Background: an optimization exercise with open tools, aiming at small area. Do not read the settings as production practice. Only simulation tests tie the RTL to the original design; equivalence was not proved. Power figures rest on the tool's default switching activity, not on a simulated workload.

## flow/config.mk

```make
export PLATFORM = sky130hd
export DESIGN_NAME = pcodec
export DESIGN_NICKNAME = pcodec
export VERILOG_FILES = /design/flow/design.v
export SDC_FILE = /design/flow/constraint.sdc
export NUM_CORES = 4
export LEC_CHECK = 0
export ABC_AREA = 1
export CAP_MARGIN = 20
export CORE_MARGIN = 2
export CORE_UTILIZATION = 40
export SLEW_MARGIN = 20
```

## flow/constraint.sdc

```tcl
create_clock -name core_clock -period 10.0 [get_ports {clk}]
set_input_delay 2.0000 -clock core_clock [delete_from_list [all_inputs] [get_ports {clk}]]
set_output_delay 2.0000 -clock core_clock [all_outputs]
set_load 0.01 [all_outputs]
```

## flow/design.v

```verilog
module pcodec (
  input  wire        clk,
  input  wire        rst,
  input  wire        start,
  input  wire [7:0]  op,
  input  wire [19:0] a_len,
  input  wire [19:0] out_cap,
  output wire        busy,
  output wire        done,
  output wire        fatal,
  output wire [3:0]  err,
  output wire [19:0] err_off,
  output wire [19:0] out_len,
  output wire        in_re,
  output wire [19:0] in_addr,
  input  wire [7:0]  in_rdata,
  output wire        out_we,
  output wire [19:0] out_addr,
  output reg  [7:0]  out_wdata
);
  localparam integer G  = 2;           
  localparam integer P  = 20 / G;      
  localparam integer BD = 8 / G;       
  localparam integer PW = (P > 8) ? 4 : (P > 4) ? 3 : 2;
  localparam [PW-1:0] PL = P - 1;
  localparam [4:0] S_IDLE = 5'd0,  S_DONE = 5'd1,
                   C_INIT = 5'd2,  C_SC   = 5'd3,  C_EW   = 5'd4,  C_RA   = 5'd5,
                   C_RB   = 5'd6,  C_CD   = 5'd7,  C_HC   = 5'd8,  C_SB   = 5'd9,
                   C_OPN  = 5'd10, C_SW   = 5'd11,
                   D_INIT = 5'd12, D_SECT = 5'd13, D_H0   = 5'd14, D_H1   = 5'd15,
                   D_H2   = 5'd16, D_H3   = 5'd17, D_DC   = 5'd18, D_I0   = 5'd19,
                   D_I1   = 5'd20, D_I2   = 5'd21, D_I3   = 5'd22, D_I4   = 5'd23,
                   D_EM   = 5'd24, D_ERR  = 5'd25;
  function [G-1:0] dig;
    input [19:0] k;
    input [PW-1:0] p;
    begin
      dig = k >> (p * G);
    end
  endfunction
  function [G:0] dadd;
    input [G-1:0] a;
    input [G-1:0] b;
    input         ci;
    integer i;
    reg c;
    begin
      c = ci;
      for (i = 0; i < G; i = i + 1) begin
        dadd[i] = a[i] ^ b[i] ^ c;
        c = (a[i] & b[i]) | (a[i] & c) | (b[i] & c);
      end
      dadd[G] = c;
    end
  endfunction
  function [7:0] badd;
    input [7:0] a;
    input [7:0] b;
    input       ci;
    integer i;
    reg c;
    begin
      c = ci;
      for (i = 0; i < 8; i = i + 1) begin
        badd[i] = a[i] ^ b[i] ^ c;
        c = (a[i] & b[i]) | (a[i] & c) | (b[i] & c);
      end
    end
  endfunction
  reg [4:0]  st;
  reg [PW-1:0] ph;
  reg [19:0] N, CAP, RP, OP, HD, RC;
  reg        ob;           
  reg [7:0]  B, D;
  reg [2:0]  idx;
  reg [2:0]  errc;    
  reg        wp;
  reg        f1;    
  reg        f2;    
  reg        f3;    
  reg        rp_cy, op_cy, hd_cy, rc_cy;
  reg        ca_cy, ca_hz, ca_d0, ca_d1;
  reg        cb_cy, cb_nz;
  reg        dl_c1, dl_c2, k_lt, k_eq;
  wire p0    = (ph == 0);
  wire p1    = (ph == 1);
  wire plast = (ph == PL);
  wire idle  = (st == S_IDLE) | (st == S_DONE);
  wire go    = idle & start;
  assign busy = ~idle;
  assign done = (st == S_DONE);
  wire olt = cb_cy & ~ob & cb_nz;                 
  wire ee  = ca_cy & ~ca_hz & ~ca_d0 & ~ca_d1;    
  wire rc_hz   = ~|RC[15:4];
  wire rc_z    = rc_hz & (RC[3:0] == 4'd0);
  wire rc_one  = rc_hz & (RC[3:0] == 4'd1);
  wire rc_lt11 = rc_hz & (RC[3:0] < 4'd11);
  wire rc_lt12 = rc_hz & (RC[3:0] < 4'd12);
  wire rc_max  = &RC[15:0];
  wire       sec   = (st == C_SC) & rc_one;
  wire [7:0] ax    = sec ? in_rdata : D;
  wire [7:0] ay    = B ^ {8{sec}};
  wire [7:0] sum   = badd(ax, ay, sec);
  wire       mm    = (sum != in_rdata);
  wire       brk   = mm | rc_max;
  wire cat_new  = rc_z;
  wire cat_sec  = rc_one;
  wire cat_run  = ~rc_z & ~rc_one;
  wire cat_cb   = cat_run & brk & ~rc_lt12;       
  wire cat_lb   = cat_run & brk & rc_lt12;        
  wire cat_m    = cat_run & ~brk;                 
  wire wp_sc    = cat_new | cat_sec | cat_lb | (cat_m & rc_lt11);
  wire [G-1:0] rcd = RC[2*G-1:G];                 
  reg         rp_clr, rp_ci;
  reg [G-1:0] rp_k;
  always @(*) begin
    rp_clr = 1'b0; rp_k = {G{1'b0}}; rp_ci = 1'b0;
    case (st)
      C_INIT, D_INIT: rp_clr = 1'b1;
      C_SC, C_SB, D_H0, D_H1, D_H2, D_I1, D_I4: rp_ci = 1'b1;
      C_RA: begin rp_k = ~rcd; rp_ci = ~f1; end
      C_RB: rp_k = rcd;
      D_DC: rp_ci = ~ee;
      D_I0: rp_k = dig(20'h00002, ph);
      D_I2: rp_k = dig(20'hFFFFE, ph);
      D_I3: begin rp_k = dig(20'h00002, ph); rp_ci = 1'b1; end
      default: ;
    endcase
  end
  wire         rp_c = p0 ? rp_ci : rp_cy;
  wire [G:0]   rp_t = dadd(RP[G-1:0], rp_k, rp_c);
  wire [G-1:0] rp_nd = rp_clr ? {G{1'b0}} : rp_t[G-1:0];
  reg         op_clr, op_rp, op_hd, op_ci, op_ext;
  reg [G-1:0] op_k;
  always @(*) begin
    op_clr = 1'b0; op_rp = 1'b0; op_hd = 1'b0; op_k = {G{1'b0}}; op_ci = 1'b0; op_ext = 1'b0;
    case (st)
      C_INIT: begin op_clr = 1'b1; op_ci = 1'b1; op_k = dig(20'h00002, ph); end   
      D_INIT: op_clr = 1'b1;
      C_SC: begin
        if (wp) op_ci = 1'b1;
      end
      C_CD: begin
        if (idx == 3'd7 && !f3) op_hd = 1'b1;
        else op_ci = 1'b1;
      end
      C_EW, C_SW, C_OPN: op_hd = 1'b1;
      D_EM: op_ci = 1'b1;
      C_SB: begin op_ci = 1'b1; op_k = dig(20'h00002, ph); end
      C_HC: begin
        if (idx != 3'd2) op_ci = 1'b1;
        else begin
          op_hd = 1'b1;
          if (f3) begin op_ci = 1'b1; op_k = dig(20'h00002, ph); end
        end
      end
      C_RB: begin
        op_ext = 1'b1;
        op_k = (f2 | f3) ? dig(20'hFFFF2, ph) : dig(20'hFFFF5, ph);
      end
      D_DC: op_ci = wp;
      D_ERR: begin
        op_rp = 1'b1;
        op_k = (errc[2] & ~errc[0]) ? dig(20'hFFFFE, ph) : dig(20'hFFFFD, ph);
      end
      default: ;
    endcase
  end
  wire [G-1:0] op_b = op_clr ? {G{1'b0}} : op_rp ? RP[G-1:0] : op_hd ? HD[G-1:0] : OP[G-1:0];
  wire         op_c = p0 ? op_ci : op_cy;
  wire [G:0]   op_t = dadd(op_b, op_k, op_c);
  wire [G-1:0] op_nd = op_t[G-1:0];
  wire         op_co = op_t[G];
  reg         hd_op, hd_rp, hd_ci, hd_clr;
  reg [G-1:0] hd_k;
  always @(*) begin
    hd_op = 1'b0; hd_rp = 1'b0; hd_k = {G{1'b0}}; hd_ci = 1'b0; hd_clr = 1'b0;
    case (st)
      C_INIT: hd_clr = 1'b1;
      C_SB, C_SW: hd_op = 1'b1;
      C_OPN: hd_op = 1'b1;
      C_EW: begin hd_op = 1'b1; hd_ci = 1'b1; end
      C_CD: if (idx == 3'd7 && !f3) begin hd_op = 1'b1; hd_ci = 1'b1; end
      C_RB: hd_k = f2 ? dig(20'hEFFFE, ph) : {G{1'b0}};
      D_H3: begin
        hd_rp = 1'b1;
        hd_k  = (ph < BD) ? B[G-1:0] : (ph < 2*BD) ? D[G-1:0] : {G{1'b0}};
      end
      default: ;
    endcase
  end
  wire [G-1:0] hd_b = hd_rp ? RP[G-1:0] : hd_op ? OP[G-1:0] : HD[G-1:0];
  wire         hd_c = p0 ? hd_ci : hd_cy;
  wire [G:0]   hd_t = dadd(hd_b, hd_k, hd_c);
  wire [G-1:0] hd_nd = hd_clr ? {G{1'b0}} : hd_t[G-1:0];
  wire         hd_co = hd_t[G];
  reg         rc_ci, rc_set, rc_ld, rc_dec;
  reg [G-1:0] rc_ldd;
  always @(*) begin
    rc_ci = 1'b0; rc_set = 1'b0; rc_ld = 1'b0; rc_dec = 1'b0; rc_ldd = {G{1'b0}};
    case (st)
      C_INIT, C_SB: rc_ld = 1'b1;
      C_SC: begin
        if (p1) begin
          if (cat_new | cat_lb) rc_set = 1'b1;
          else if (cat_sec | cat_m) rc_ci = 1'b1;
        end else if (f3) rc_ld = 1'b1;
      end
      D_I2: begin rc_ld = 1'b1; rc_ldd = (ph >= 1 && ph <= BD) ? D[G-1:0] : {G{1'b0}}; end
      D_I3: begin
        rc_ld = 1'b1;
        rc_ldd = (ph >= 1 && ph <= BD) ? RC[G-1:0] :
                 (ph >= BD + 1 && ph <= 2*BD) ? B[G-1:0] : {G{1'b0}};
      end
      D_EM: rc_dec = 1'b1;
      default: ;
    endcase
  end
  wire         rc_c = p1 ? rc_ci : rc_cy;
  wire [G:0]   rc_t = dadd(RC[G-1:0], {G{rc_dec}}, rc_c);
  wire         rc_hi = (ph > 16 / G) | p0;           
  wire [G-1:0] rc_nd = rc_hi  ? {G{1'b0}} :
                       rc_set ? {{(G-1){1'b0}}, 1'b1} :
                       rc_ld  ? rc_ldd : rc_t[G-1:0];
  wire         ca_selN = (st < D_SECT) | (st == D_SECT) | (st == D_H0);
  wire [G-1:0] ca_x = ca_selN ? N[G-1:0] : hd_nd;
  wire         ca_c = p0 ? 1'b1 : ca_cy;
  wire [G:0]   ca_t = dadd(ca_x, ~rp_nd, ca_c);
  wire [G-1:0] ca_d = ca_t[G-1:0];
  wire         ca_co = ca_t[G];
  wire         ca_dz = p0 ? ((G > 2) ? |(ca_d >> 2) : 1'b0) : |ca_d;
  wire ca_neg_f = ~ca_co;
  wire ca_hz_f  = ca_hz | ca_dz;
  wire eq0_f    = ~ca_neg_f & ~ca_hz_f & ~ca_d0 & ~ca_d1;
  wire lt2_f    = ca_neg_f | (~ca_hz_f & ~ca_d1);
  wire lt3_f    = ca_neg_f | (~ca_hz_f & ~(ca_d0 & ca_d1));
  wire         cb_h3 = (st == D_H3);
  wire [G-1:0] cb_x = cb_h3 ? N[G-1:0] : CAP[G-1:0];
  wire [G-1:0] cb_y = cb_h3 ? hd_nd : op_nd;
  wire         cb_c = p0 ? 1'b1 : cb_cy;
  wire [G:0]   cb_t = dadd(cb_x, ~cb_y, cb_c);
  wire         cb_co = cb_t[G];
  wire         cb_dz = |cb_t[G-1:0];
  wire ob_nx  = op_clr ? 1'b0 : (ob ^ op_ext ^ op_co);
  wire cb_y20 = cb_h3 ? hd_co : ob_nx;
  wire gt_f   = ~cb_co | cb_y20;
  wire ole_f  = ~gt_f;
  wire         hcm   = (st == C_HC);
  wire [G-1:0] dl_av = hcm ? HD[G-1:0] : op_nd;
  wire [G-1:0] dl_bv = hcm ? OP[G-1:0] : HD[G-1:0];
  wire [G-1:0] dl_kd = (hcm && f2) ? dig(20'hFFFF4, ph) : dig(20'hFFFFC, ph);
  wire         dl_a  = p0 ? 1'b1 : dl_c1;
  wire [G:0]   dl_t1 = dadd(dl_av, ~dl_bv, dl_a);
  wire         dl_b  = p0 ? 1'b1 : dl_c2;
  wire [G:0]   dl_t2 = dadd(dl_t1[G-1:0], dl_kd, dl_b);
  wire [G-1:0] dl_d  = dl_t2[G-1:0];
  wire [G-1:0] kcd   = (st == C_RA) ? dig(20'h0000B, ph) : dig(20'h0FFFF, ph);
  wire         klt_in = p0 ? 1'b0 : k_lt;
  wire         keq_in = p0 ? 1'b1 : k_eq;
  wire         klt_nx = (dl_d < kcd) | ((dl_d == kcd) & klt_in);
  wire         keq_nx = keq_in & (dl_d == kcd);
  wire e8   = (errc == 3'd1);
  wire offv = (errc == 3'd3) | (errc == 3'd4) | (errc == 3'd5) | (errc == 3'd6);
  assign fatal    = done & (|errc);
  assign err      = {e8, errc[2:1], errc[0] & ~e8} & {4{done}};
  assign err_off  = OP & {20{done & offv}};
  assign out_len  = OP & {20{done & ~(|errc)}};
  assign in_addr  = RP;
  assign out_addr = OP;
  assign in_re    = p0 & ((st == C_SC) | (st == C_RB) | (st == C_SB) |
                          (st == D_H0) | (((st == D_H1) | (st == D_H2)) & ~(|errc)) |
                          (st == D_I0) | (st == D_I1) | (st == D_I2) |
                          (st == D_I3) | (st == D_I4) | ((st == D_DC) & ~ee));
  reg wr_en;
  always @(*) begin
    case (st)
      C_SC, D_DC: wr_en = wp;
      C_EW, C_CD, C_HC, D_EM: wr_en = 1'b1;
      default: wr_en = 1'b0;
    endcase
  end
  assign out_we = p0 & wr_en & olt;
  wire wd_cd  = (st == C_CD);
  wire wd_hc  = (st == C_HC);
  wire wd_cst = (wd_cd & ~idx[2]) | (wd_hc & ((idx == 3'd0) | (f3)));
  wire wd_b   = (wd_cd & (idx == 3'd7)) | (wd_hc & (idx == 3'd2));
  wire wd_ff  = wd_hc & (idx != 3'd0);
  wire wd_one = wd_cd & (idx[2:1] == 2'd0);
  wire wd_five = wd_cd & (idx == 3'd1);
  wire [7:0] wd_k = {{5{wd_ff}}, wd_ff | wd_five, wd_ff, wd_ff | wd_one};
  always @(*) begin
    if (wd_cst) out_wdata = wd_k;
    else if (wd_b) out_wdata = B;
    else out_wdata = D;
  end
  wire hc0sh = hcm & (idx == 3'd0) & (~f3);
  wire [G-1:0] sh_in = (st == C_CD) ? RC[G-1:0] : dl_d;
  always @(posedge clk) begin
    N   <= go ? a_len   : {N[G-1:0], N[19:G]};
    CAP <= go ? out_cap : {CAP[G-1:0], CAP[19:G]};
    RP  <= {rp_nd, RP[19:G]};
    HD  <= {hd_nd, HD[19:G]};
    RC  <= {rc_nd, RC[19:G]};
    if (!idle) OP <= {op_nd, OP[19:G]};
    rp_cy <= rp_t[G];
    op_cy <= op_co;
    hd_cy <= hd_co;
    rc_cy <= rc_t[G];
    ca_cy <= ca_co;
    ca_hz <= p0 ? ca_dz : ca_hz_f;
    if (p0) begin ca_d0 <= ca_d[0]; ca_d1 <= ca_d[1]; end
    cb_cy <= cb_co;
    cb_nz <= p0 ? cb_dz : (cb_nz | cb_dz);
    dl_c1 <= dl_t1[G];
    dl_c2 <= dl_t2[G];
    k_lt  <= klt_nx;
    k_eq  <= keq_nx;
    if (plast && !idle) ob <= ob_nx;
    ph <= (go | plast) ? {PW{1'b0}} : ph + 1'b1;
    case (st)
      C_SC: if (p1) begin
              D <= in_rdata;
              if (cat_new | cat_lb) B <= in_rdata;
              if (cat_sec) B <= sum;
            end
      C_RB, C_SB, D_H2, D_I1, D_I3: if (p1) D <= in_rdata;
      D_H1, D_I2, D_I4: if (p1) B <= in_rdata;
      D_DC: if (p1 && wp) D <= in_rdata;
      D_EM: if (p1) D <= sum;
      default: ;
    endcase
    if (((st == D_H3) && ph < BD) || ((st == D_I3) && ph >= BD + 1 && ph <= 2*BD) ||
        (hc0sh && ph >= BD && ph < 2*BD))
      B <= {sh_in, B[7:G]};
    if (((st == D_H3) && ph >= BD && ph < 2*BD) || ((st == D_I2) && ph >= 1 && ph <= BD) ||
        (hc0sh && ph < BD) ||
        ((st == C_CD) && (((idx == 3'd4) && ph >= 1 && ph <= BD) ||
                          ((idx == 3'd5) && ph >= BD + 1 && ph <= 2*BD))))
      D <= {sh_in, D[7:G]};
    if (st == C_SC && p1) begin
      wp   <= wp_sc;
      f3  <= cat_new | cat_lb;
      f1 <= cat_cb;
    end
    if (st == D_DC && p0) wp <= ~ee;
    if (st == D_H0 && p1) begin
      f1   <= (in_rdata > 8'd1);
      f2 <= in_rdata[0];
    end
    if (st == D_I0 && p1) f1 <= (in_rdata != 8'd0);
    if ((st == D_I4 || st == D_EM) && p1) f3 <= (st == D_I4) ? rc_z : rc_one;
    if (rst) begin
      st <= S_IDLE;
    end else if (idle) begin
      if (start) begin
        if (op == 8'h01) begin st <= C_INIT; errc <= 3'd0; end
        else if (op == 8'h02) begin st <= D_INIT; errc <= 3'd0; end
        else begin st <= S_DONE; errc <= 3'd1; end
      end
    end else if (p0 && wr_en && !olt && ((st == C_CD) || (st == D_DC) || (st == D_EM))) begin
      st <= S_DONE;
      errc <= 3'd7;
    end else if (plast) begin
      case (st)
        C_INIT: begin
          wp <= 1'b0;
          st <= eq0_f ? C_OPN : C_SC;
        end
        C_OPN: begin
          st <= C_HC; idx <= 3'd0; f2 <= 1'b0; f3 <= 1'b0;
        end
        C_SC: begin
          if (f1) st <= C_RA;
          else if (eq0_f) begin
            if (!wp) st <= C_RA;
            else if (keq_nx) st <= C_SW;
            else st <= C_EW;
          end else if (wp & keq_nx)
            st <= C_SW;
        end
        C_SW: begin
          st <= C_HC; idx <= 3'd0; f2 <= 1'b0; f3 <= 1'b1;
        end
        C_EW: begin
          st <= C_HC; idx <= 3'd0; f2 <= 1'b0; f3 <= 1'b0;
        end
        C_RA: begin
          f2 <= klt_nx;
          f3  <= keq_nx;
          st <= C_RB;
        end
        C_RB: begin
          st <= C_CD; idx <= 3'd0;
        end
        C_CD: begin
          idx <= idx + 3'd1;
          if (idx == 3'd7) begin
            if (!f3) begin st <= C_HC; idx <= 3'd0; f2 <= 1'b1; f3 <= 1'b0; end
            else if (eq0_f) st <= S_DONE;
            else st <= C_SB;
          end
        end
        C_HC: begin
          idx <= idx + 3'd1;
          if (idx == 3'd2) begin
            if (f3) st <= eq0_f ? C_EW : C_SC;
            else if (!f2) begin
              st <= S_DONE;
              if (!ole_f) errc <= 3'd7;
            end else
              st <= eq0_f ? S_DONE : C_SB;
          end
        end
        C_SB: begin
          wp <= 1'b1;
          st <= eq0_f ? C_EW : C_SC;
        end
        D_INIT, D_SECT: st <= eq0_f ? S_DONE : D_H0;
        D_H0: begin
          if (lt2_f) errc <= 3'd5;
          else if (f1) errc <= 3'd3;
          st <= D_H1;
        end
        D_H1: st <= D_H2;
        D_H2: st <= (|errc) ? D_ERR : D_H3;
        D_H3: begin
          wp <= 1'b0;
          if (gt_f) begin st <= D_ERR; errc <= 3'd5; end
          else if (eq0_f) st <= D_SECT;
          else st <= f2 ? D_I0 : D_DC;
        end
        D_DC: begin
          if (!wp) st <= D_SECT;
        end
        D_I0: begin
          if (f1) begin st <= D_ERR; errc <= 3'd4; end
          else if (lt3_f) begin st <= D_ERR; errc <= 3'd6; end
          else st <= D_I1;
        end
        D_I1: st <= D_I2;
        D_I2: st <= D_I3;
        D_I3: st <= D_I4;
        D_I4: begin
          if (f3) st <= eq0_f ? D_SECT : D_I0;
          else st <= D_EM;
        end
        D_EM: begin
          if (f3) st <= eq0_f ? D_SECT : D_I0;
        end
        D_ERR: st <= S_DONE;
        default: st <= S_IDLE;
      endcase
    end
  end
endmodule
```

## flow/flow/run.sh

```bash
#!/bin/bash
# The standard layout (standard.sh) with three changes:
#  - synthesis maps the logic with the ABC script in flow/abc_area.script
#    (ORFS's scripts folder is copied and only that file replaced; registers,
#    yosys passes, flattening and renaming are those of the standard synthesis),
#  - the port buffers that global placement inserts on every input and output
#    port use the smallest buffer cell,
#  - the clock tree is built from clkbuf_4/clkbuf_8 cells without dummy loads.
set -euo pipefail
rm -rf scripts_custom
cp -r "$FLOW_HOME/scripts" scripts_custom
cp flow/abc_area.script scripts_custom/abc_area.script
export BUFFER_PORTS_ARGS="-buffer_cell sky130_fd_sc_hd__buf_1"
export CTS_ARGS="-sink_clustering_enable -repair_clock_nets -dont_use_dummy_load -buf_list {sky130_fd_sc_hd__clkbuf_4 sky130_fd_sc_hd__clkbuf_8}"
bash standard.sh SCRIPTS_DIR="$PWD/scripts_custom" finish > standard_flow.log 2>&1
```

## flow/flow/abc_area.script

```
strash
&get -n
&deepsyn -T 60
&put
dch -f
amap
topo
```

## flow/standard.sh

```bash
#!/bin/bash
# synth_recipe.tcl (not shown) runs the flow's synth.tcl, then flattens the netlist and writes it again
# the make line also repeats each setting of config.mk as NAME=value (left out here)
make -C /OpenROAD-flow-scripts/flow DESIGN_CONFIG=/design/flow/config.mk WORK_HOME=/design/flow/orfs CLKGATE_MAP_FILE= SYNTH_SCRIPT=/design/flow/synth_recipe.tcl "${@:-finish}"
```

==> results by group, run 1 <==
Drt
  • Routed Antenna Nets: 0
  • Post-Route M1 WL: 10.6 mm
  • Routed vias/inst: 5.50
  • DR pass1 iterations: 8
  • Met2 Routed Length: 10.4 mm
  • Drt drc: 0
  • Top Metal Used: met4
  • WL per Instance: 18.2 µm
  • DRT iter0 DRCs: 760
  • Met3 WL post-DR: 2.44 mm
  • Final wirelength: 24.0 mm
  • Vias: 7249

Die
  • I/O pin count: 156
  • DIE AREA: 20700 µm²
  • Row Count: 51
  • CORE AREA: 19300 µm²
  • Die H: 144 µm
  • DIE WIDTH: 144 µm
  • Starting Density: 40.5%

Yosys
  • Syn Nets: 957
  • Library cells used by synthesis: 50
  • Ys async rst share: 0%
  • Cells after synthesis: 866
  • Main flop type after synthesis: dfxtp_1
  • Synthesized area: 7820 µm²
  • Post-Syn Area per Cell: 9.03 µm²
  • EDFF count, synth: 46
  • Number of synthesized register bits: 170
  • Sequential fraction of the synthesis area: 49.4%
  • Ys Warns: 1

Min path
  • Hold Crit Start: HD[18]$_DFF_P_
  • WHS Path Cells: 0
  • Hold/Removal Path Class: register to register
  • Min-Delay Endpoint: HD[16]$_DFF_P_

Clock network
  • CTS Buf Count: 17
  • Post-CTS Setup Inserts: 0
  • CTS sink cnt: 170
  • Clock Path Buffers: 2
  • Clk slew on worst S/H paths: 0.09 ns
  • Post-CTS sizing: 0
  • CTS tree: done
  • H-tree level count: 4
  • Root cell of the clock tree: clkbuf_8
  • # hold bufs at CTS: 0
  • Clock latency (worst-skew pair): 0.46 ns

Placement
  • Buffers on Ports: 155
  • Post-DP Area: 8840 µm²
  • GPL Wtd Cong: 1.01
  • Setup WS pre-CTS: 1.97 ns
  • Dpl hpwl: 18.6 mm

Setup path
  • WP buf/inv: 7
  • WP data required: 10.36 ns
  • Setup slack, reg-to-reg: 1.81 ns
  • Crit path top cell by count: fa_1
  • Worst path depth: 30
  • Worst setup SP type: register
  • Setup CP Type: register to register
  • Reg-to-reg endpoint: RC[19]$_SDFF_PP0_
  • Critical Path AT: 8.55 ns
  • Critical path's top delay family: adder cells
  • Slowest stage cell on the critical path: a2111oi_0
  • CP peak stage delay: 0.58 ns
  • Reg2reg start: RC[6]$_DFF_P_
  • CP endpoint kind: register
  • Register-to-Register Path Depth: 30
  • Largest fanout on the critical path: 16

STA
  • Fmax: 0.122 GHz
  • Min Hold Slack: 0.314 ns
  • Setup-failing EPs final: 0
  • Minimum clock period: 8.19 ns
  • RSZ-0062 raised after global routing: false
  • Relative slew slack: 31.2%
  • Fin worst setup slack: 1.81 ns
  • Final Hold Vio Count: 0
  • Final period util: 81.9%
  • Pins Over Slew Limit: 0
  • Least-Margin Pin Slew: 1.02 ns
  • Worst Clk Skew: 0.0389 ns
  • Setup total negative slack: 0 ns

Finish
  • Final instance area: 9070 µm²
  • Synth-to-layout area growth: 16.0%
  • Diodes inserted: 0
  • Most common cell after layout, fill and taps aside: nor2_1
  • Most frequent cells in the layout: nor2_1 (160), buf_1 (155), clkinv_1 (145)
  • Share of layout cells above drive strength 1: 2.95%
  • Final Util: 46.9%
  • Final nets: 1145

Pwr
  • Leak Pwr: 0.00323 µW
  • PwrDens: 181 nW/µm²
  • VDD IR max: 137 µV

Global route
  • GRT overflow: 0
  • Initial antenna violation count: 0
  • Vias in the first global route: 6798
  • GR Util All Layers: 23.8%
  • First-pass GRT wire length: 37.3 mm
  • Pin count of the biggest net entering global routing: 45

Job
  • Max cap viols: 0

Status
  • Outcome: finished clean
## layer usage
| layer | vias up | GRT usage (%) |
|---|---|---|
| met5 | - | 0 |
| met4 | 0 | 8.15 |
| met3 | 44 | 6.56 |
| met2 | 398 | 34.9 |
| met1 | 3369 | 33.7 |
| li1 | 3438 | - |
## worst max-delay path by stage
stage                             startpoint           endpoint  slack, ns
after floorplan                RC[6]$_DFF_P_  RC[19]$_SDFF_PP0_       2.53
after global placement    st[0]$_SDFFE_PP0P_  RC[19]$_SDFF_PP0_       2.14
after detailed placement       RC[6]$_DFF_P_  RC[19]$_SDFF_PP0_       1.97
after CTS                      RC[6]$_DFF_P_  RC[19]$_SDFF_PP0_       1.88
after global routing           RC[6]$_DFF_P_  RC[19]$_SDFF_PP0_       1.30
final                          RC[6]$_DFF_P_  RC[19]$_SDFF_PP0_       1.81
## kinds of logic (layout without fill, tap and decap cells)
group           count (synthesis)  count (layout)  synth area share [%]
simple gates                  297             297                  16.6
compound gates                222             222                  19.9
flops                         170             170                  49.4
buf+inv                       145             331                  6.96
fa+ha+maj                      32              32                  7.23
## cells in the mapped netlist, drive strengths merged, types with 2 or more instances
cell type,n,area (µm²)
o32ai,3,26.3
nor2,160,601
a311oi,3,26.3
o2111ai,2,17.5
nand4,5,31.3
o21ai,43,215
o32a,3,30.0
o21a,5,37.5
dfxtp,124,2480
fa,22,440
nor3,27,135
or3,4,25.0
clkinv,145,544
a22o,37,324
nor2b,9,56.3
o311ai,2,17.5
a221o,2,20.0
or4,7,52.6
a22oi,5,37.5
nand3,13,65.1
a211oi,7,52.6
nand2,51,191
edfxtp,46,1380
a21oi,27,135
and3,2,12.5
or2,6,37.5
o22ai,37,231
nor4,7,43.8
a31oi,8,50.1
o211ai,3,22.5
o221ai,19,166
ha,10,125
o221a,2,22.5
a221oi,4,35.0
## final cells by class
| class | instances | area, µm² |
|---|---|---|
| sequential | 170 | 3860 |
| multi-input combinational | 551 | 3420 |
| fill | 1897 | 10300 |
| clock buffer | 17 | 234 |
| inverter | 145 | 544 |
| timing repair buffer | 169 | 684 |
| tap | 265 | 332 |
## stage by stage
stage | total power (µW) | std cells
after floorplan | 1140 | 866
after CTS | 1650 | 1317
after detailed placement | 1280 | 1300
after global placement | 1280 | 1299
after global routing | 1730 | 1317
final | 1640 | 1317
## flip-flops by register name, summed over array words and instances (netlist names), 3 cells and up
register	count
CAP	20
HD	20
N	20
OP	20
RC	20
RP	20
B	8
D	8
st	5
ph	4
errc	3
idx	3
## where the power goes
group | switching (µW) | total (µW) | internal (µW)
clock | 217 | 367 | 150
combinational | 243 | 385 | 142
sequential | 55.9 | 889 | 833
total | 516 | 1640 | 1120
==> inputs of run 2 (changes only) <==
--- a/flow/config.mk
+++ b/flow/config.mk
@@ -6,7 +6,7 @@
 export NUM_CORES = 4
 export LEC_CHECK = 0
 export ABC_AREA = 1
-export CAP_MARGIN = 20
+export CAP_MARGIN = 5
 export CORE_MARGIN = 2
 export CORE_UTILIZATION = 40
-export SLEW_MARGIN = 20
+export SLEW_MARGIN = 5
==> results by group, run 2 <==
Die
  • I/O pin count: 156 (unchanged)
  • DIE WIDTH: 144 µm (about the same)
  • Die H: 144 µm (about the same)
  • Starting Density: 40.4% (about the same)
  • Row Count: 51 (unchanged)
  • CORE AREA: 19300 µm² (unchanged)
  • DIE AREA: 20700 µm² (about the same)

Global route
  • Initial antenna violation count: 0 (unchanged)
  • GR Util All Layers: 23.4% (-0.36 points)
  • Pin count of the biggest net entering global routing: 44 (-2.2%)
  • First-pass GRT wire length: 36.9 mm (-1.3%)
  • GRT overflow: 0 (unchanged)
  • Vias in the first global route: 6713 (-1.3%)

Finish
  • Fin cells: 1304 (-0.99%)
  • Final nets: 1132 (-1.1%)
  • Diodes inserted: 0 (unchanged)
  • Most frequent cells in the layout: nor2_1 (155), buf_1 (155), clkinv_1 (152)
  • Share of layout cells above drive strength 1: 2.69% (-0.25 points)
  • Synth-to-layout area growth: 15.7%

Clock network
  • Post-CTS Setup Inserts: 0 (unchanged)
  • Clock Path Buffers: 2 (unchanged)
  • Clk slew on worst S/H paths: 0.08 ns (about the same)
  • CTS Buf Count: 17 (unchanged)
  • Clock latency (worst-skew pair): 0.46 ns (about the same)
  • CTS sink cnt: 170 (unchanged)
  • CTS tree: done
  • Root cell of the clock tree: clkbuf_8
  • # hold bufs at CTS: 0 (unchanged)
  • Post-CTS sizing: 0 (unchanged)
  • H-tree level count: 4 (unchanged)

STA
  • Relative slew slack: 27.6% (-3.6 points)
  • Worst Clk Skew: 0.0327 ns (-0.00615 ns)
  • Min Hold Slack: 0.305 ns (-0.00908 ns)
  • Fmax: 0.116 GHz (-5.2%)
  • Setup total negative slack: 0 ns (unchanged)
  • Minimum clock period: 8.64 ns (+0.450 ns)
  • Pins Over Slew Limit: 0 (unchanged)
  • Final period util: 86.4% (+4.5 points)
  • Final Hold Vio Count: 0 (unchanged)
  • RSZ-0062 raised after global routing: false
  • Least-Margin Pin Slew: 1.08 ns (+0.0551 ns)
  • Setup-failing EPs final: 0 (unchanged)

Job
  • Max cap viols: 0 (unchanged)

Yosys
  • Post-Syn Area per Cell: 9.12 µm² (+0.99%)
  • Post-Synth Simple-Gate Area: 15.9% (-0.68 points)
  • EDFF count, synth: 46 (unchanged)
  • Synth top cells by count: nor2_1 (155), clkinv_1 (152), dfxtp_1 (124), edfxtp_1 (46), nand2_1 (44)
  • Sequential fraction of the synthesis area: 49.4% (about the same)
  • Synthesized area: 7820 µm² (about the same)
  • Adder-cell area share of the yosys netlist: 7.23% (about the same)
  • Synth top area share: 31.7% (about the same)
  • Cells after synthesis: 857 (-1.0%)
  • Ys Warns: 1 (unchanged)
  • Syn Nets: 948 (-0.94%)
  • XOR/XNOR share of the synthesized area: 0% (unchanged)
  • Multiplexer area fraction after synthesis: 0% (unchanged)
  • Number of synthesized register bits: 170 (unchanged)
  • Main flop type after synthesis: dfxtp_1
  • Ys async rst share: 0% (unchanged)
  • Synth Area in Compound Gates: 20.2% (+0.30 points)
  • Leading area contributor after synthesis: dfxtp_1
  • Top-count cell post-synth: nor2_1
  • Synth area leaders: dfxtp_1 (32%), edfxtp_1 (18%), nor2_1 (7.4%), clkinv_1 (7.3%), fa_1 (5.6%)
  • Library cells used by synthesis: 44 (-12%)
  • Largest family of logic cells by synthesized area: compound AO/OA/AOI/OAI gates

Setup path
  • CP peak stage delay: 0.80 ns (+0.22 ns)
  • Largest fanout on the critical path: 16 (unchanged)
  • Critical Path AT: 8.99 ns (+0.44 ns)
  • Slowest stage cell on the critical path: nor2_1
  • WP buf/inv: 5 (-2)
  • WP data required: 10.36 ns (about the same)
  • CP endpoint kind: register
  • Worst setup SP type: register
  • Setup CP Type: register to register
  • Critical path's top delay family: adder cells
  • Crit path top cell by count: fa_1

Pwr
  • PwrDens: 320 nW/µm² (+77%)
  • VDD IR max: 178 µV (+30%)
  • Leak Pwr: 0.00314 µW (-2.8%)

Drt
  • Vias: 7245 (-0.055%)
  • Routed vias/inst: 5.56 (+0.94%)
  • DRT iter0 DRCs: 750 (-1.3%)
  • Routed Antenna Nets: 0 (unchanged)
  • WL per Instance: 18.2 µm (-0.37%)
  • DR pass1 iterations: 5 (-3)
  • Drt drc: 0 (unchanged)
  • Final wirelength: 23.7 mm (-1.4%)

Status
  • Outcome: finished clean

Placement
  • Buffers on Ports: 155 (unchanged)
  • Dpl hpwl: 18.5 mm (-0.73%)
  • GPL Wtd Cong: 1.01 (+0.20%)
  • DP Cell Count: 1287 (-1.0%)

Min path
  • Hold/Removal Path Class: register to register
-- run 2: cell count changes after synthesis, sizes merged, moves of 3 or more --
cell,before,now
o32ai,3,7
o22ai,37,34
clkinv,145,152
nor2,160,155
a22o,37,0
or2,6,10
o21ai,43,36
a2111oi,1,4
a22oi,5,2
a31oi,8,5
nand2,51,44
o22a,1,43
-- run 2: final cells by class --
cell class | count | area (µm²)
Sequential cell | 170 | 3860
Multi-Input combinational cell | 535 | 3390
Tap cell | 265 | 332
Inverter | 152 | 571
Timing Repair Buffer | 165 | 657
Clock buffer | 17 | 234
Fill cell | 1904 | 10300
-- run 2: per-stage QoR --
stage	setup WS (ns)	area (µm²)	utilization [%]	power, µW
after detailed placement	1.49	8810	45.6	2550
after floorplan	2.50	7820	-	2070
after global placement	1.78	8810	45.6	2520
final	1.36	9050	46.8	2900
after global routing	0.599	9050	46.8	3130
after CTS	1.42	9050	46.8	2910
-- run 2: kinds of logic (layout without fill, tap and decap cells) --
group / count (synthesis) / in the layout
buffers and inverters: 152 / 334
and+or+nand+nor: 284 / 284
adders and majority gates: 32 / 32
DFF: 170 / 170
AOI/OAI and AO/OA: 219 / 219
-- run 2: report_power, final --
part           total (µW)  switching, µW  internal [µW]
Combinational        1350            863            486
Sequential           1190            157           1030
Clock                 360            210            150
-- run 2: worst paths after layout --
kind	start	endpoint	slack (ns)	cells after the start
hold / removal	HD[6]$_DFF_P_	HD[4]$_DFF_P_	0.31	0
setup / recovery	RC[14]$_DFF_P_	RC[19]$_SDFF_PP0_	1.36	31
setup reg to reg	RC[14]$_DFF_P_	RC[19]$_SDFF_PP0_	1.36	31
hold reg to reg	HD[6]$_DFF_P_	HD[4]$_DFF_P_	0.31	0
-- run 2: worst register-to-register path, delay by kind of cell, from the launching register on --
family | cells | cell delay, ns
simple gates | 11 | 2.48
fa+ha+maj | 8 | 2.77
compound gates | 7 | 1.87
buf+inv | 5 | 1.09
flops | 1 | 0.32
-- run 2: layer usage --
layer | vias up | global-route usage [%] | share of wire, %
met5 | - | 0 | 0
met4 | 0 | 8.51 | 3.2
met3 | 71 | 5.50 | 9.4
met2 | 413 | 35.2 | 42
met1 | 3354 | 32.9 | 45
li1 | 3407 | - | -
==> inputs of run 3 (changes only) <==
==> flow/flow/abc_area.script (replaced) <==
strash
&get -n
&deepsyn -T 60
&put
dch -f
amap
strash
&get -n
&deepsyn -T 60
&put
dch -f
amap
topo
==> results by group, run 3 <==
STA
  • Least-Margin Pin Slew: 1.10 ns (+0.0189 ns)
  • Final period util: 85.0% (-1.3 points)
  • Fmax: 0.118 GHz (+1.6%)
  • Pins Over Slew Limit: 0 (unchanged)
  • Minimum clock period: 8.50 ns (-0.133 ns)
  • Final Hold Vio Count: 0 (unchanged)
  • Worst Clk Skew: 0.0344 ns (+0.00169 ns)
  • Min Hold Slack: 0.306 ns (+0.00102 ns)
  • Setup-failing EPs final: 0 (unchanged)
  • RSZ-0062 raised after global routing: false
  • Setup total negative slack: 0 ns (unchanged)
  • Relative slew slack: 26.3% (-1.3 points)
  • Fin worst setup slack: 1.50 ns (+0.133 ns)

Finish
  • Most common cell after layout, fill and taps aside: nor2_1
  • Final instance area: 8990 µm² (-0.62%)
  • Share of layout cells above drive strength 1: 2.31% (-0.38 points)
  • Final nets: 1132 (unchanged)
  • Diodes inserted: 0 (unchanged)
  • Most frequent cells in the layout: nor2_1 (161), buf_1 (155), clkinv_1 (142)
  • Synth-to-layout area growth: 15.4%

Clock network
  • Clock Path Buffers: 2 (unchanged)
  • H-tree level count: 4 (unchanged)
  • # hold bufs at CTS: 0 (unchanged)
  • CTS Buf Count: 17 (unchanged)
  • Post-CTS Setup Inserts: 0 (unchanged)
  • CTS sink cnt: 170 (unchanged)
  • Root cell of the clock tree: clkbuf_8
  • CTS tree: done
  • Clk slew on worst S/H paths: 0.10 ns (+0.02 ns)
  • Post-CTS sizing: 0 (unchanged)
  • Clock latency (worst-skew pair): 0.46 ns (about the same)

Yosys
  • Library cells used by synthesis: 41 (-6.8%)
  • Synth top area share: 31.9% (+0.11 points)
  • Top-count cell post-synth: nor2_1
  • Syn Nets: 951 (+0.32%)
  • Ys Warns: 1 (unchanged)
  • Leading area contributor after synthesis: dfxtp_1
  • Ys async rst share: 0% (unchanged)
  • Synth top cells by count: nor2_1 (161), clkinv_1 (142), dfxtp_1 (124), nand2_1 (51), edfxtp_1 (46)
  • Sequential fraction of the synthesis area: 49.6% (+0.17 points)
  • Number of synthesized register bits: 170 (unchanged)
  • Main flop type after synthesis: dfxtp_1
  • Cells after synthesis: 860 (+0.35%)
  • Synth area leaders: dfxtp_1 (32%), edfxtp_1 (18%), nor2_1 (7.8%), clkinv_1 (6.8%), fa_1 (5.7%)
  • Synthesized area: 7790 µm² (-0.35%)
  • Post-Syn Area per Cell: 9.06 µm² (-0.70%)
  • EDFF count, synth: 46 (unchanged)

Pwr
  • Switching Power: 502 µW (-59%)
  • Comb power frac: 22.6% (-24 points)
  • PwrDens: 181 nW/µm² (-44%)
  • Clock group share of total power: 22.4% (+10 points)
  • Internal: 1120 µW (-33%)
  • Leak Pwr: 0.00315 µW (+0.31%)
  • VDD IR max: 91.4 µV (-49%)
  • Net Sw Frac: 30.9% (-12 points)
  • Sequential share of power: 55.0% (+14 points)

Drt
  • DRT iter0 DRCs: 662 (-12%)
  • Drt drc: 0 (unchanged)
  • Final wirelength: 23.0 mm (-2.8%)
  • WL per Instance: 17.7 µm (-2.8%)
  • Routed Antenna Nets: 0 (unchanged)
  • Vias: 7133 (-1.5%)
  • DR pass1 iterations: 7 (+2)
  • Routed vias/inst: 5.47 (-1.5%)

Global route
  • Vias in the first global route: 6536 (-2.6%)
  • Pin count of the biggest net entering global routing: 44 (unchanged)
  • GRT overflow: 0 (unchanged)
  • First-pass GRT wire length: 35.7 mm (-3.3%)
  • Initial antenna violation count: 0 (unchanged)
  • GR Util All Layers: 22.7% (-0.75 points)

Job
  • Max cap viols: 0 (unchanged)

Setup path
  • Crit path top cell by count: fa_1
  • Reg2reg start: st[0]$_SDFFE_PP0P_
  • WP data required: 10.30 ns (-0.06 ns)
  • Slowest stage cell on the critical path: nor2_1
  • Largest fanout on the critical path: 16 (unchanged)
  • Setup slack, reg-to-reg: 1.50 ns (+0.13 ns)
  • Worst setup SP type: register
  • Reg-to-reg endpoint: RC[19]$_SDFF_PP0_
  • Setup CP Type: register to register
  • CP endpoint kind: register
  • Register-to-Register Path Depth: 28 (-9.7%)
  • Critical Path AT: 8.81 ns (-0.18 ns)
  • CP peak stage delay: 0.80 ns (about the same)

Min path
  • WHS Path Cells: 0 (unchanged)
  • Min-Delay Endpoint: HD[14]$_DFF_P_
  • Hold Crit Start: HD[16]$_DFF_P_
  • Hold/Removal Path Class: register to register

Placement
  • Buffers on Ports: 155 (unchanged)
  • Dpl hpwl: 17.9 mm (-3.0%)
  • Post-DP Area: 8760 µm² (-0.64%)
  • GPL Wtd Cong: 1.02 (+1.1%)
  • Setup WS pre-CTS: 1.69 ns (+0.190 ns)

Die
  • CORE AREA: 19300 µm² (-0.33%)
  • Starting Density: 40.4% (about the same)
  • I/O pin count: 156 (unchanged)
  • Die H: 144 µm (-0.17%)
  • Row Count: 51 (unchanged)
  • DIE AREA: 20600 µm² (-0.34%)
  • DIE WIDTH: 144 µm (-0.17%)

Status
  • Outcome: finished clean
[run 3: changes by cell type after synthesis, sizes merged, moves of 6 or more]
cell    delta
clkinv    -10
o21ai      +8
nand2      +7
nand3      +6
nor2       +6
[run 3: cells by family after synthesis]
family	count (synthesis)	synth area share (%)
compound gates	213	19.4
simple gates	303	16.9
flops	170	49.6
buf+inv	142	6.84
fa+ha+maj	32	7.26
[run 3: final cells by class]
cell class | instances | area (µm²)
clock buffers | 17 | 234
fillers | 1932 | 10300
inverters | 142 | 533
multi-input cells | 548 | 3390
flip-flops and latches | 170 | 3860
well taps | 265 | 332
repair buffers | 162 | 634
[run 3: worst max-delay path by stage]
stage / start / endpoint / slack, ns / depth (start not counted)
2_1_floorplan: RC[6]$_DFF_P_ / RC[19]$_SDFF_PP0_ / 2.61 / 30
3_3_place_gp: RC[6]$_DFF_P_ / RC[19]$_SDFF_PP0_ / 1.92 / 30
3_5_place_dp: st[0]$_SDFFE_PP0P_ / RC[19]$_SDFF_PP0_ / 1.69 / 28
4_1_cts: st[0]$_SDFFE_PP0P_ / RC[19]$_SDFF_PP0_ / 1.66 / 28
5_1_grt: st[0]$_SDFFE_PP0P_ / RC[19]$_SDFF_PP0_ / 0.88 / 28
6_report: st[0]$_SDFFE_PP0P_ / RC[19]$_SDFF_PP0_ / 1.50 / 28
[run 3: metrics by stage]
step	total power (µW)	utilization, %	cells
2_1_floorplan	1130	-	860
3_3_place_gp	1270	45.4	1287
3_5_place_dp	1280	45.4	1287
4_1_cts	1640	46.7	1304
5_1_grt	1720	46.7	1304
6_report	1620	46.7	1304
[run 3: routing by layer]
layer | up-vias | global-route usage, % | wire length (µm)
met5 | - | 0 | 0
met4 | 0 | 9.60 | 853
met3 | 64 | 5.70 | 1920
met2 | 370 | 33.9 | 9830
met1 | 3284 | 31.2 | 10400
li1 | 3415 | - | -
[run 3: power groups by stage]
stage               registers (µW)  logic, µW  clock network (µW)
global placement               907        364                   0
CTS                            895        368                 377
global route                   907        415                 402
detailed placement             910        367                   0
finish                         892        366                 364
floorplan                      915        214                   0
[run 3: worst max-delay path: cells and delay by family, from the launching register on]
family	cells	cell delay [ns]
simple gates	8	1.89
fa+ha+maj	8	2.97
compound gates	6	1.62
flops	1	0.51
buf+inv	6	1.38
==> inputs of run 4 (changes only) <==
--- a/flow/config.mk
+++ b/flow/config.mk
@@ -6,7 +6,7 @@
 export NUM_CORES = 4
 export LEC_CHECK = 0
 export ABC_AREA = 1
-export CAP_MARGIN = 5
+export CAP_MARGIN = 0
 export CORE_MARGIN = 2
 export CORE_UTILIZATION = 40
-export SLEW_MARGIN = 5
+export SLEW_MARGIN = 0
==> results by group, run 4 <==
Min path
  • WHS Path Cells: 0 (unchanged)
  • Min-Delay Endpoint: HD[14]$_DFF_P_
  • Hold Crit Start: HD[16]$_DFF_P_
  • Hold/Removal Path Class: register to register

STA
  • RSZ-0062 raised after global routing: false
  • Pins Over Slew Limit: 0 (unchanged)
  • Final period util: 85.0% (unchanged)
  • Worst Clk Skew: 0.0344 ns (unchanged)
  • Setup-failing EPs final: 0 (unchanged)
  • Final Hold Vio Count: 0 (unchanged)
  • Minimum clock period: 8.50 ns (unchanged)
  • Relative slew slack: 26.3% (unchanged)
  • Fmax: 0.118 GHz (unchanged)
  • Least-Margin Pin Slew: 1.10 ns (unchanged)
  • Setup total negative slack: 0 ns (unchanged)

Job
  • Max cap viols: 0 (unchanged)

Finish
  • Synth-to-layout area growth: 15.4% (unchanged)
  • Total area of sequential cells: 3860 µm² (unchanged)
  • Diodes inserted: 0 (unchanged)
  • Most common cell after layout, fill and taps aside: nor2_1
  • Final nets: 1132 (unchanged)
  • Share of layout cells above drive strength 1: 2.31% (unchanged)
  • Area of the multi-input gates: 3390 µm² (unchanged)
  • Most frequent cells in the layout: nor2_1 (161), buf_1 (155), clkinv_1 (142)
  • Layout fillers: 1932 (unchanged)

Yosys
  • Sequential fraction of the synthesis area: 49.6% (unchanged)
  • Syn Nets: 951 (unchanged)
  • Synthesized area: 7790 µm² (unchanged)
  • Synth top area share: 31.9% (unchanged)
  • Leading area contributor after synthesis: dfxtp_1
  • Number of synthesized register bits: 170 (unchanged)
  • Top-count cell post-synth: nor2_1
  • Post-Syn Area per Cell: 9.06 µm² (unchanged)
  • Library cells used by synthesis: 41 (unchanged)
  • Main flop type after synthesis: dfxtp_1
  • Synth area leaders: dfxtp_1 (32%), edfxtp_1 (18%), nor2_1 (7.8%), clkinv_1 (6.8%), fa_1 (5.7%)
  • Ys async rst share: 0% (unchanged)
  • Cells after synthesis: 860 (unchanged)
  • EDFF count, synth: 46 (unchanged)
  • Synth top cells by count: nor2_1 (161), clkinv_1 (142), dfxtp_1 (124), nand2_1 (51), edfxtp_1 (46)
  • Ys Warns: 1 (unchanged)

Drt
  • Met2 Routed Length: 9.83 mm (unchanged)
  • WL per Instance: 17.7 µm (unchanged)
  • Routed vias/inst: 5.47 (unchanged)
  • Routed Antenna Nets: 0 (unchanged)
  • DRT iter0 DRCs: 662 (unchanged)
  • DR pass1 iterations: 7 (unchanged)
  • Post-Route M1 WL: 10.4 mm (unchanged)
  • Final wirelength: 23.0 mm (unchanged)
  • Drt drc: 0 (unchanged)
  • Top Metal Used: met4
  • Vias: 7133 (unchanged)
  • Met3 WL post-DR: 1.92 mm (unchanged)

Die
  • Starting Density: 40.4% (unchanged)
  • CORE AREA: 19300 µm² (unchanged)
  • DIE WIDTH: 144 µm (unchanged)
  • Die H: 144 µm (unchanged)
  • Row Count: 51 (unchanged)
  • DIE AREA: 20600 µm² (unchanged)
  • I/O pin count: 156 (unchanged)

Pwr
  • Total power: 1620 µW (unchanged)
  • Leak Pwr: 0.00315 µW (unchanged)
  • VDD IR max: 91.4 µV (unchanged)
  • PwrDens: 181 nW/µm² (unchanged)

Global route
  • Initial antenna violation count: 0 (unchanged)
  • Pin count of the biggest net entering global routing: 44 (unchanged)
  • GRT overflow: 0 (unchanged)
  • GR Util All Layers: 22.7% (unchanged)
  • Vias in the first global route: 6536 (unchanged)
  • First-pass GRT wire length: 35.7 mm (unchanged)

Setup path
  • CP endpoint kind: register
  • Worst setup SP type: register
  • Largest fanout on the critical path: 16 (unchanged)
  • Setup slack, reg-to-reg: 1.50 ns (about the same)
  • Critical Path AT: 8.81 ns (about the same)
  • Reg-to-reg endpoint: RC[19]$_SDFF_PP0_
  • Crit path top cell by count: fa_1
  • CP peak stage delay: 0.80 ns (about the same)
  • Reg2reg start: st[0]$_SDFFE_PP0P_
  • Register-to-Register Path Depth: 28 (unchanged)
  • WP data required: 10.30 ns (about the same)
  • Setup CP Type: register to register
  • Slowest stage cell on the critical path: nor2_1

Placement
  • GPL Wtd Cong: 1.02 (unchanged)
  • Dpl hpwl: 17.9 mm (unchanged)
  • Buffers on Ports: 155 (unchanged)

Clock network
  • CTS Buf Count: 17 (unchanged)
  • # hold bufs at CTS: 0 (unchanged)
  • Clk slew on worst S/H paths: 0.10 ns (about the same)
  • Clock Path Buffers: 2 (unchanged)
  • Clock latency (worst-skew pair): 0.46 ns (about the same)
  • CTS sink cnt: 170 (unchanged)
  • CTS tree: done
  • Post-CTS Setup Inserts: 0 (unchanged)
  • H-tree level count: 4 (unchanged)
  • Root cell of the clock tree: clkbuf_8
  • Post-CTS sizing: 0 (unchanged)

Status
  • Outcome: finished clean
-- run 4: cell counts after synthesis --
No cell type changed its count.
-- run 4: how the worst max path moves through the flow --
stage	slack, ns	startpoint	to	depth (start not counted)
finish	1.50	st[0]$_SDFFE_PP0P_	RC[19]$_SDFF_PP0_	28
CTS	1.66	st[0]$_SDFFE_PP0P_	RC[19]$_SDFF_PP0_	28
global placement	1.92	RC[6]$_DFF_P_	RC[19]$_SDFF_PP0_	30
detailed placement	1.69	st[0]$_SDFFE_PP0P_	RC[19]$_SDFF_PP0_	28
floorplan	2.61	RC[6]$_DFF_P_	RC[19]$_SDFF_PP0_	30
global route	0.88	st[0]$_SDFFE_PP0P_	RC[19]$_SDFF_PP0_	28
-- run 4: critical path: cells and delay by family (launching register included) --
family	cells	cell delay (ns)
adder cells (fa/ha/maj)	8	2.97
AND/OR/NAND/NOR	8	1.89
AO/OA/AOI/OAI	6	1.62
buffers and inverters	6	1.38
flip-flops	1	0.51
-- run 4: cell families after synthesis --
logic type	after synthesis	synth area share (%)
AO/OA/AOI/OAI	213	19.4
adder cells (fa/ha/maj)	32	7.26
buffers and inverters	142	6.84
flip-flops	170	49.6
AND/OR/NAND/NOR	303	16.9
-- run 4: through the flow --
stage	instance area [µm²]	hold WS [ns]	cells	worst slack, ns	utilization (%)
floorplan	7790	0.310	860	2.61	-
global placement	8760	0.311	1287	1.92	45.4
detailed placement	8760	0.312	1287	1.69	45.4
CTS	8990	0.311	1304	1.66	46.7
global route	8990	0.317	1304	0.882	46.7
finish	8990	0.306	1304	1.50	46.7
-- run 4: metal layers --
| metal | vias to the layer above | GRT usage (%) |
|---|---|---|
| met4 | 0 | 9.60 |
| met5 | - | 0 |
| met2 | 370 | 33.9 |
| met3 | 64 | 5.70 |
| li1 | 3415 | - |
| met1 | 3284 | 31.2 |
-- run 4: layout make-up --
class                           count  area share, %
Clock buffer                       17           2.60
Sequential cell                   170           43.0
Multi-Input combinational cell    548           37.8
Inverter                          142           5.93
Tap cell                          265           3.69
Timing Repair Buffer              162           7.06
-- run 4: power breakdown --
| group | internal (µW) | switching [µW] |
|---|---|---|
| Sequential | 837 | 55.9 |
| Clock | 150 | 214 |
| Combinational | 134 | 232 |
==> inputs of run 5 (changes only) <==
--- a/flow/flow/run.sh
+++ b/flow/flow/run.sh
@@ -11,5 +11,5 @@
 cp -r "$FLOW_HOME/scripts" scripts_custom
 cp flow/abc_area.script scripts_custom/abc_area.script
 export BUFFER_PORTS_ARGS="-buffer_cell sky130_fd_sc_hd__buf_1"
-export CTS_ARGS="-sink_clustering_enable -repair_clock_nets -dont_use_dummy_load -buf_list {sky130_fd_sc_hd__clkbuf_4 sky130_fd_sc_hd__clkbuf_8}"
+export CTS_ARGS="-sink_clustering_enable -repair_clock_nets -dont_use_dummy_load -sink_buffer_max_cap_derate 1.0 -buf_list {sky130_fd_sc_hd__clkbuf_8 sky130_fd_sc_hd__clkbuf_16}"
 bash standard.sh SCRIPTS_DIR="$PWD/scripts_custom" finish > standard_flow.log 2>&1
--- a/flow/config.mk
+++ b/flow/config.mk
@@ -6,7 +6,7 @@
 export NUM_CORES = 4
 export LEC_CHECK = 0
 export ABC_AREA = 1
-export CAP_MARGIN = 0
+export CAP_MARGIN = 5
 export CORE_MARGIN = 2
 export CORE_UTILIZATION = 40
-export SLEW_MARGIN = 0
+export SLEW_MARGIN = 5
==> results by group, run 5 <==
Yosys
  • Top-count cell post-synth: nor2_1
  • Ys async rst share: 0% (unchanged)
  • Library cells used by synthesis: 45 (+9.8%)
  • Syn Nets: 946 (-0.53%)
  • Cells after synthesis: 855 (-0.58%)
  • Leading area contributor after synthesis: dfxtp_1
  • Synthesized area: 7790 µm² (about the same)
  • Main flop type after synthesis: dfxtp_1
  • Ys Warns: 1 (unchanged)
  • Post-Syn Area per Cell: 9.11 µm² (+0.57%)
  • Synth top area share: 31.9% (about the same)
  • Number of synthesized register bits: 170 (unchanged)
  • Synth area leaders: dfxtp_1 (32%), edfxtp_1 (18%), nor2_1 (8.2%), clkinv_1 (6.5%), fa_1 (5.7%)
  • Synth top cells by count: nor2_1 (171), clkinv_1 (135), dfxtp_1 (124), nand2_1 (49), edfxtp_1 (46)
  • Sequential fraction of the synthesis area: 49.6% (about the same)
  • EDFF count, synth: 46 (unchanged)

Clock network
  • Post-CTS Setup Inserts: 0 (unchanged)
  • CTS tree: done
  • Post-CTS sizing: 0 (unchanged)
  • Root cell of the clock tree: clkbuf_8
  • CTS sink cnt: 170 (unchanged)
  • H-tree level count: 4 (unchanged)
  • Clock Path Buffers: 2 (unchanged)
  • CTS Buf Count: 17 (unchanged)
  • Clock latency (worst-skew pair): 0.54 ns (+0.08 ns)
  • # hold bufs at CTS: 0 (unchanged)
  • Clk slew on worst S/H paths: 0.07 ns (-0.03 ns)

Setup path
  • Critical Path AT: 9.02 ns (+0.21 ns)
  • Setup CP Type: register to register
  • CP endpoint kind: register
  • Worst setup SP type: register
  • CP peak stage delay: 0.79 ns (about the same)
  • Reg-to-reg endpoint: RC[19]$_SDFF_PP0_
  • Largest fanout on the critical path: 17 (+1)
  • WP data required: 10.45 ns (+0.15 ns)
  • Slowest stage cell on the critical path: nor2_1
  • Register-to-Register Path Depth: 29 (+3.6%)
  • Setup slack, reg-to-reg: 1.43 ns (-0.06 ns)
  • Reg2reg start: RC[14]$_DFF_P_
  • Crit path top cell by count: fa_1

STA
  • Least-Margin Pin Slew: 1.10 ns (-0.000165 ns)
  • Final period util: 85.7% (+0.62 points)
  • RSZ-0062 raised after global routing: false
  • Pins Over Slew Limit: 0 (unchanged)
  • Setup total negative slack: 0 ns (unchanged)
  • Final Hold Vio Count: 0 (unchanged)
  • Fmax: 0.117 GHz (-0.72%)
  • Setup-failing EPs final: 0 (unchanged)
  • Worst Clk Skew: 0.0187 ns (-0.0158 ns)
  • Relative slew slack: 26.0% (-0.31 points)
  • Min Hold Slack: 0.315 ns (+0.00872 ns)
  • Minimum clock period: 8.57 ns (+0.0620 ns)
  • Fin worst setup slack: 1.43 ns (-0.0620 ns)

Finish
  • Area of the multi-input gates: 3420 µm² (+0.74%)
  • Total area of sequential cells: 3860 µm² (unchanged)
  • Share of layout cells above drive strength 1: 2.70% (+0.39 points)
  • Synth-to-layout area growth: 18.1%
  • Most frequent cells in the layout: nor2_1 (171), buf_1 (155), clkinv_1 (135)
  • Diodes inserted: 0 (unchanged)
  • Most common cell after layout, fill and taps aside: nor2_1
  • Layout fillers: 1937 (+0.26%)
  • Final nets: 1131 (-0.088%)
  • Fin cells: 1303 (-0.077%)

Min path
  • Hold Crit Start: HD[13]$_DFF_P_
  • Hold/Removal Path Class: register to register
  • WHS Path Cells: 0 (unchanged)
  • Min-Delay Endpoint: HD[11]$_DFF_P_

Pwr
  • Clock group share of total power: 28.3% (+5.9 points)
  • Switching Power: 539 µW (+7.4%)
  • Internal: 1270 µW (+14%)
  • PwrDens: 197 nW/µm² (+9.1%)
  • Comb power frac: 22.2% (-0.4 points)
  • Total power: 1810 µW (+12%)
  • Net Sw Frac: 29.7% (-1.2 points)
  • Leak Pwr: 0.00324 µW (+2.8%)
  • Sequential share of power: 49.4% (-5.6 points)
  • VDD IR max: 159 µV (+74%)

Die
  • Row Count: 51 (unchanged)
  • CORE AREA: 19300 µm² (unchanged)
  • Die H: 144 µm (about the same)
  • DIE AREA: 20600 µm² (about the same)
  • DIE WIDTH: 144 µm (about the same)
  • Starting Density: 40.4% (about the same)
  • I/O pin count: 156 (unchanged)

Drt
  • Final wirelength: 22.5 mm (-2.3%)
  • DRT iter0 DRCs: 649 (-2.0%)
  • Met3 WL post-DR: 2.20 mm (+15%)
  • Vias: 7141 (+0.11%)
  • Post-Route M1 WL: 9.99 mm (-4.3%)
  • DR pass1 iterations: 5 (-2)
  • WL per Instance: 17.3 µm (-2.3%)
  • Routed vias/inst: 5.48 (+0.19%)
  • Drt drc: 0 (unchanged)
  • Met2 Routed Length: 9.58 mm (-2.6%)
  • Top Metal Used: met4
  • Routed Antenna Nets: 0 (unchanged)

Status
  • Outcome: finished clean

Placement
  • GPL Wtd Cong: 0.978 (-4.3%)
  • Dpl hpwl: 17.3 mm (-3.5%)
  • Buffers on Ports: 155 (unchanged)
  • DP Cell Count: 1286 (-0.078%)
  • Setup WS pre-CTS: 1.69 ns (+0.00630 ns)

Global route
  • Pin count of the biggest net entering global routing: 44 (unchanged)
  • GR Util All Layers: 22.2% (-0.48 points)
  • First-pass GRT wire length: 35.1 mm (-1.6%)
  • GRT overflow: 0 (unchanged)
  • Initial antenna violation count: 0 (unchanged)
  • Vias in the first global route: 6502 (-0.52%)

Job
  • Max cap viols: 0 (unchanged)
## run 5: logic make-up (layout without fill, tap and decap cells)
group / after synthesis / after routing / share of synthesized area, %
simple gates: 306 / 306 / 17.2
flops: 170 / 170 / 49.6
fa+ha+maj: 32 / 32 / 7.26
buf+inv: 135 / 318 / 6.51
compound gates: 212 / 212 / 19.5
## run 5: layer usage
| layer | up-vias | GRT usage (%) |
|---|---|---|
| li1 | 3400 | - |
| met1 | 3314 | 31.5 |
| met2 | 370 | 32.4 |
| met3 | 57 | 5.83 |
| met4 | 0 | 8.46 |
| met5 | - | 0 |
## run 5: layout make-up
type	instances	area share [%]
clock buffer	17	4.50
tap	265	3.60
sequential	170	42.0
timing repair buffer	166	7.22
multi-input combinational	550	37.2
inverter	135	5.51
## run 5: critical path: cells and delay by family, from the launching register on
family	cells	cell delay, ns
AOI/OAI and AO/OA	8	1.77
adders and majority gates	8	2.92
buffers and inverters	5	1.01
DFF	1	0.32
and+or+nand+nor	8	2.43
## run 5: worst max-delay path by stage
stage	startpoint	to	slack (ns)	cells after the start
floorplan	RC[6]$_DFF_P_	RC[19]$_SDFF_PP0_	2.54	29
global placement	RC[14]$_DFF_P_	RC[19]$_SDFF_PP0_	1.81	29
detailed placement	RC[14]$_DFF_P_	RC[19]$_SDFF_PP0_	1.69	29
CTS	RC[14]$_DFF_P_	RC[19]$_SDFF_PP0_	1.60	29
global route	RC[14]$_DFF_P_	RC[19]$_SDFF_PP0_	0.73	29
finish	RC[14]$_DFF_P_	RC[19]$_SDFF_PP0_	1.43	29
## run 5: power groups by stage
| stage | sequential, µW | combinational, µW | clock (µW) |
|---|---|---|---|
| floorplan | 915 | 241 | 0 |
| global placement | 909 | 395 | 0 |
| detailed placement | 910 | 396 | 0 |
| CTS | 897 | 399 | 527 |
| global route | 909 | 446 | 555 |
| finish | 895 | 403 | 514 |
## run 5: through the flow
step	instance area (µm²)	utilization (%)
detailed placement	8790	45.6
CTS	9200	47.7
global placement	8790	45.6
finish	9200	47.7
floorplan	7790	-
global route	9200	47.7
==> inputs of run 6 (changes only) <==
--- a/flow/flow/run.sh
+++ b/flow/flow/run.sh
@@ -11,5 +11,5 @@
 cp -r "$FLOW_HOME/scripts" scripts_custom
 cp flow/abc_area.script scripts_custom/abc_area.script
 export BUFFER_PORTS_ARGS="-buffer_cell sky130_fd_sc_hd__buf_1"
-export CTS_ARGS="-sink_clustering_enable -repair_clock_nets -dont_use_dummy_load -sink_buffer_max_cap_derate 1.0 -buf_list {sky130_fd_sc_hd__clkbuf_8 sky130_fd_sc_hd__clkbuf_16}"
+export CTS_ARGS="-sink_clustering_enable -repair_clock_nets -dont_use_dummy_load -sink_buffer_max_cap_derate 0.5 -buf_list {sky130_fd_sc_hd__clkbuf_8}"
 bash standard.sh SCRIPTS_DIR="$PWD/scripts_custom" finish > standard_flow.log 2>&1
==> results by group, run 6 <==
Status
  • Outcome: finished clean

Finish
  • Synth-to-layout area growth: 15.8%
  • Share of layout cells above drive strength 1: 2.70% (unchanged)
  • Layout fillers: 1967 (+1.5%)
  • Most frequent cells in the layout: nor2_1 (171), buf_1 (155), clkinv_1 (135)
  • Most common cell after layout, fill and taps aside: nor2_1
  • Fin cells: 1303 (unchanged)

Die
  • Die H: 144 µm (unchanged)
  • CORE AREA: 19300 µm² (unchanged)
  • Starting Density: 40.4% (unchanged)
  • Row Count: 51 (unchanged)
  • DIE WIDTH: 144 µm (unchanged)
  • I/O pin count: 156 (unchanged)

STA
  • Least-Margin Pin Slew: 1.09 ns (-0.0110 ns)
  • Pins Over Slew Limit: 0 (unchanged)
  • Final period util: 85.9% (+0.19 points)
  • Setup-failing EPs final: 0 (unchanged)
  • Final Hold Vio Count: 0 (unchanged)

Clock network
  • Clk slew on worst S/H paths: 0.10 ns (+0.03 ns)
  • Clock latency (worst-skew pair): 0.46 ns (-0.08 ns)
  • Post-CTS sizing: 0 (unchanged)
  • CTS tree: done
  • H-tree level count: 4 (unchanged)
  • CTS sink cnt: 170 (unchanged)
  • Post-CTS Setup Inserts: 0 (unchanged)

Pwr
  • Clock group share of total power: 21.7% (-6.6 points)
  • VDD IR max: 99.5 µV (-37%)
  • Net Sw Frac: 31.2% (+1.5 points)
  • PwrDens: 184 nW/µm² (-6.7%)
  • Internal: 1140 µW (-11%)

Yosys
  • Synth Area in Compound Gates: 19.5% (unchanged)
  • Top-count cell post-synth: nor2_1
  • Synth top cells by count: nor2_1 (171), clkinv_1 (135), dfxtp_1 (124), nand2_1 (49), edfxtp_1 (46)
  • Synthesized area: 7790 µm² (unchanged)
  • Post-Synth Simple-Gate Area: 17.2% (unchanged)
  • Syn Nets: 946 (unchanged)
  • Sequential fraction of the synthesis area: 49.6% (unchanged)
  • Library cells used by synthesis: 45 (unchanged)
  • Synth top area share: 31.9% (unchanged)
  • Post-Syn Area per Cell: 9.11 µm² (unchanged)
  • Cells after synthesis: 855 (unchanged)
  • EDFF count, synth: 46 (unchanged)
  • Main flop type after synthesis: dfxtp_1
  • Number of synthesized register bits: 170 (unchanged)
  • Ys Warns: 1 (unchanged)

Setup path
  • Register-to-Register Path Depth: 29 (unchanged)
  • Largest fanout on the critical path: 17 (unchanged)
  • Reg2reg start: RC[14]$_DFF_P_
  • Reg-to-reg endpoint: RC[19]$_SDFF_PP0_
  • Crit path top cell by count: fa_1
  • CP endpoint kind: register
  • Worst Setup EP: RC[19]$_SDFF_PP0_
  • Setup CP Type: register to register
  • Setup slack, reg-to-reg: 1.41 ns (-0.02 ns)
  • Slowest stage cell on the critical path: nor2_1
  • Worst setup SP type: register
  • Worst setup startpoint: RC[14]$_DFF_P_

Placement
  • DP Cell Count: 1286 (unchanged)
  • GPL Wtd Cong: 0.978 (unchanged)

Global route
  • GR Util All Layers: 22.2% (about the same)
  • Vias in the first global route: 6502 (unchanged)
  • GRT overflow: 0 (unchanged)
  • Met1 Track Usage GR: 31.6% (+0.12 points)
  • Pin count of the biggest net entering global routing: 44 (unchanged)

Drt
  • Vias: 7152 (+0.15%)
  • Final wirelength: 22.5 mm (-0.10%)
  • Routed Antenna Nets: 0 (unchanged)
  • Drt drc: 0 (unchanged)
  • DR pass1 iterations: 5 (unchanged)
  • WL per Instance: 17.3 µm (-0.10%)

Job
  • Max cap viols: 0 (unchanged)
## run 6: cell counts after synthesis
No cell type changed its count.
## run 6: metal layers
metal | part of all wire [%] | vias to the layer above
met5 | 0 | -
li1 | - | 3404
met4 | 2.8 | 0
met1 | 45 | 3328
met3 | 9.5 | 46
met2 | 43 | 374
## run 6: cell type report
class,instances,area [µm²],area share [%]
clock buffer,17,234,2.59
timing repair buffer,166,664,7.37
sequential,170,3860,42.8
multi-input combinational,550,3420,37.9
inverter,135,507,5.62
tap,265,332,3.68
## run 6: logic make-up (layout without fill, tap and decap cells)
family                   Yosys count  after routing
buffers and inverters            135            318
AO/OA/AOI/OAI                    212            212
adder cells (fa/ha/maj)           32             32
flip-flops                       170            170
AND/OR/NAND/NOR                  306            306
## run 6: critical path: cells and delay by family, from the launching register on
family | cells | cell delay, ns
simple gates | 8 | 2.40
fa+ha+maj | 8 | 2.95
buf+inv | 5 | 1.01
compound gates | 8 | 1.79
flops | 1 | 0.33
## run 6: stage by stage
step	total power (µW)	cell area (µm²)	hold slack (ns)	setup slack, ns
after floorplan	1160	7790	0.310	2.54
after detailed placement	1310	8790	0.312	1.69
after global routing	1760	9020	0.319	0.712
final	1660	9020	0.308	1.41
after CTS	1670	9020	0.311	1.58
after global placement	1300	8790	0.311	1.81
## run 6: power groups by stage
stage | registers (µW) | logic (µW) | clock network (µW)
floorplan | 915 | 241 | 0
global placement | 909 | 395 | 0
detailed placement | 910 | 396 | 0
CTS | 896 | 399 | 377
global route | 909 | 445 | 403
finish | 894 | 403 | 360
## run 6: how the worst min path moves through the flow
stage	startpoint	end	slack, ns	depth (start not counted)
floorplan	HD[2]$_DFF_P_	HD[0]$_DFF_P_	0.31	0
global placement	HD[2]$_DFF_P_	HD[0]$_DFF_P_	0.31	0
detailed placement	HD[19]$_DFF_P_	HD[17]$_DFF_P_	0.31	0
CTS	HD[13]$_DFF_P_	HD[11]$_DFF_P_	0.31	0
global route	HD[18]$_DFF_P_	HD[16]$_DFF_P_	0.32	0
finish	HD[13]$_DFF_P_	HD[11]$_DFF_P_	0.31	0

Check on run 6: ideal ports give 1.415 ns setup slack; a clkbuf_16 on the clock port and buf_2 on the inputs give 1.415 ns; moving port delays by the midpoint clock arrival (0.490 ns) as well gives 1.415 ns.
